Source: an optimization exercise on an open RTL-to-GDS flow (aim: small area, a short achievable clock period and few clock cycles per item). Production flows keep margins and buffers that such runs may drop. The RTL was checked by simulation tests, not by an equivalence proof against the original design.

==> inputs of wip/indigo <==
Design idfor_enc32, start of the top module:
module idfor_enc32 (
    input  wire        clk,
    input  wire        rst,
    input  wire        cmd_valid,
    output wire        cmd_ready,
    input  wire [27:0] cmd_n,
    input  wire [1:0]  cmd_sel,
    input  wire        in_valid,
    output wire        in_ready,
    input  wire [31:0] in_data,
    output wire        out_valid,
    input  wire        out_ready,
    output wire [31:0] out_data,
    output wire        out_last
);
    localparam integer R     = 164;      
    localparam integer K     = 2;        
    localparam integer GRES  = 3;        
    localparam [6:0]   ATAIL = 7'd64;    
    reg        f_act;
    reg [27:0] f_left;
    reg        cmd_rdy_r, in_rdy_r;
    reg        xv0, xv1;
    reg [32:0] xd0, xd1;            
    assign cmd_ready = cmd_rdy_r;
    assign in_ready  = in_rdy_r;
    wire        cmd_go = cmd_valid & cmd_rdy_r;
    wire        in_go  = in_valid & in_rdy_r;
    wire        x_push = cmd_go | in_go;
    wire [32:0] x_new  = cmd_go ? {1'b1, 2'b00, cmd_sel, cmd_n} : {1'b0, in_data};
    wire        x_pop;
    wire [1:0]  xcnt   = {1'b0, xv0} + {1'b0, xv1};
    wire [1:0]  xcnt_n = xcnt + {1'b0, x_push} - {1'b0, x_pop};
    wire        f_act_n = cmd_go ? 1'b1 : ((in_go && f_left == 28'd1) ? 1'b0 : f_act);
    always @(posedge clk) begin
        if (rst) begin
            f_act     <= 1'b0;
            f_left    <= 28'd0;
            cmd_rdy_r <= 1'b0;
            in_rdy_r  <= 1'b0;
            xv0       <= 1'b0;
            xv1       <= 1'b0;
        end else begin
            f_act <= f_act_n;
            if (cmd_go)
                f_left <= cmd_n;
            else if (in_go)
                f_left <= f_left - 28'd1;
            cmd_rdy_r <= ~f_act_n & (xcnt_n != 2'd2);
            in_rdy_r  <=  f_act_n & (xcnt_n != 2'd2);
            if (x_pop) begin
                if (xv1) begin
  ...
make LEC_CHECK=0 ABC_CLOCK_PERIOD_IN_PS=4000 CAP_MARGIN=20 CORE_MARGIN=2 CORE_UTILIZATION=66 CTS_CLUSTER_DIAMETER=80 CTS_CLUSTER_SIZE=20 SLEW_MARGIN=20 SYNTH_MEMORY_MAX_BITS=8192 finish   # period 12.0 ns
run.sh (not shown) runs the stock make flow with config.mk's settings and CLKGATE_MAP_FILE= SYNTH_SCRIPT=/design/flow/synth_recipe.tcl, a recipe that flattens the netlist after the stock synthesis.
==> wip/cedar: changes against wip/indigo <==
--- a/flow/design.v
+++ b/flow/design.v
@@ -582,27 +582,30 @@
                               : ((c_ntail != 28'd0) ? CX_TAIL : CX_HDR);
     reg [4:0]  pf_g;
     reg        pf_any;
     reg [31:0] pf_val;
     reg [2:0]  pf_n;
     reg        pr_v;                 
     reg [4:0]  pr_g;
     reg [3:0]  pr_f;
-    wire [2:0] pr_n = {2'b0, pr_f[0]} + {2'b0, pr_f[1]} + {2'b0, pr_f[2]} + {2'b0, pr_f[3]};
+    reg [2:0]  pr_n;                 
     reg [6:0]  prem;                 
+    reg [2:0]  sc_n;
     integer q;
     always @* begin
         pf_g   = 5'd0;
         pf_any = 1'b0;
         for (q = 31; q >= 0; q = q - 1)
             if ((|flags[4 * q +: 4]) && q[4:0] >= pnext) begin
                 pf_g   = q[4:0];
                 pf_any = 1'b1;
             end
+        sc_n   = {2'b0, flags[4 * pf_g]} + {2'b0, flags[4 * pf_g + 1]}
+               + {2'b0, flags[4 * pf_g + 2]} + {2'b0, flags[4 * pf_g + 3]};
         pf_val = 32'd0;
         pf_n   = 3'd0;
         for (q = 0; q < 4; q = q + 1)
             if (pr_f[q]) begin
                 pf_val = pf_val | ({24'd0, 1'b0, pr_g, q[1:0]} << {pf_n, 3'b000});
                 pf_n   = pf_n + 3'd1;
             end
     end
@@ -661,16 +664,17 @@
                     xc <= 7'd0;
                 else if (sa_exc)
                     xc <= xc + 7'd1;
             end
             if (pf_scan) begin
                 pr_v  <= pf_any;
                 pr_g  <= pf_g;
                 pr_f  <= flags[4 * pf_g +: 4];
+                pr_n  <= sc_n;
                 pnext <= pf_g + 5'd1;
             end
             if (desc_go) begin
                 sq     <= SQ_REF;
             end else if (sq == SQ_PWAIT) begin
                 prem  <= ce;
                 pnext <= 5'd0;
                 pr_v  <= 1'b0;
==> flow/config.mk (replaced) <==
export PLATFORM = sky130hd
export DESIGN_NAME = idfor_enc32
export DESIGN_NICKNAME = idfor_enc32
export VERILOG_FILES = /design/flow/design.v
export SDC_FILE = /design/flow/constraint.sdc
export NUM_CORES = 4
export LEC_CHECK = 0
export ABC_CLOCK_PERIOD_IN_PS = 4000
export CAP_MARGIN = 20
export CORE_MARGIN = 2
export CORE_UTILIZATION = 60
export CTS_CLUSTER_DIAMETER = 80
export CTS_CLUSTER_SIZE = 20
export SLEW_MARGIN = 20
export SYNTH_MEMORY_MAX_BITS = 8192
==> qor.csv <==
stage,metric,value,unit
finish,n_antenna_cell,20,
outcome,status,finished clean,
place,dp.cells,23700,
setup_path,crit_family,compound AO/OA/AOI/OAI gates,
finish,drive_gt1_share,7.39,%
finish,clkCellAreaFrac,4.63,%
[end of results for wip/cedar]
==> qor.csv <==
stage,metric,value,unit
place,dp.cells,23000,
setup_path,crit_family,simple AND/OR/NAND/NOR gates,
finish,n_antenna_cell,35,
outcome,status,finished clean,
finish,drive_gt1_share,6.33,%
setup_path,critPathRequiredTime,12.71,ns
finish,clkCellAreaFrac,4.68,%
[end of results for wip/indigo]
Testbench counts of wip/indigo, summed over its fixed seeds: cycles 41,774, elements 35,051.
Testbench counts of wip/cedar, summed over its fixed seeds: cycles 41,774, elements 35,051.

## afterwards: timing with drivers on the ports
No port has a modelled driver above. Below, the same layouts with a new extraction and two added sets of constraints.
Step 1 assumes that a clkbuf_16 drives the clock port and a buf_2 every other input.
Step 2 times the ports against the registers' clock, not the clock port: input delays grow and output delays shrink by t, the midpoint of the rising clock arrivals with the driver on.
a / b / c = ideal ports / drivers / drivers and shift; a / b = the first two.
| run | t (ns) | setup WS [ns] | hold slack, ns | worst setup path after step 2 |
|---|---|---|---|---|
| wip/indigo | 1.115 | 6.142 / 6.142 / 6.142 | 0.260 / 0.260 / 0.260 | register to register |
| wip/cedar | 1.090 | 5.546 / 5.546 / 5.380 | 0.282 / 0.282 / 0.282 | input to register |
After both steps setup and hold are still met in every run listed. For wip/cedar, which loses most, drivers alone change the setup slack by 0.000 ns; drivers and shift together by -0.166 ns.
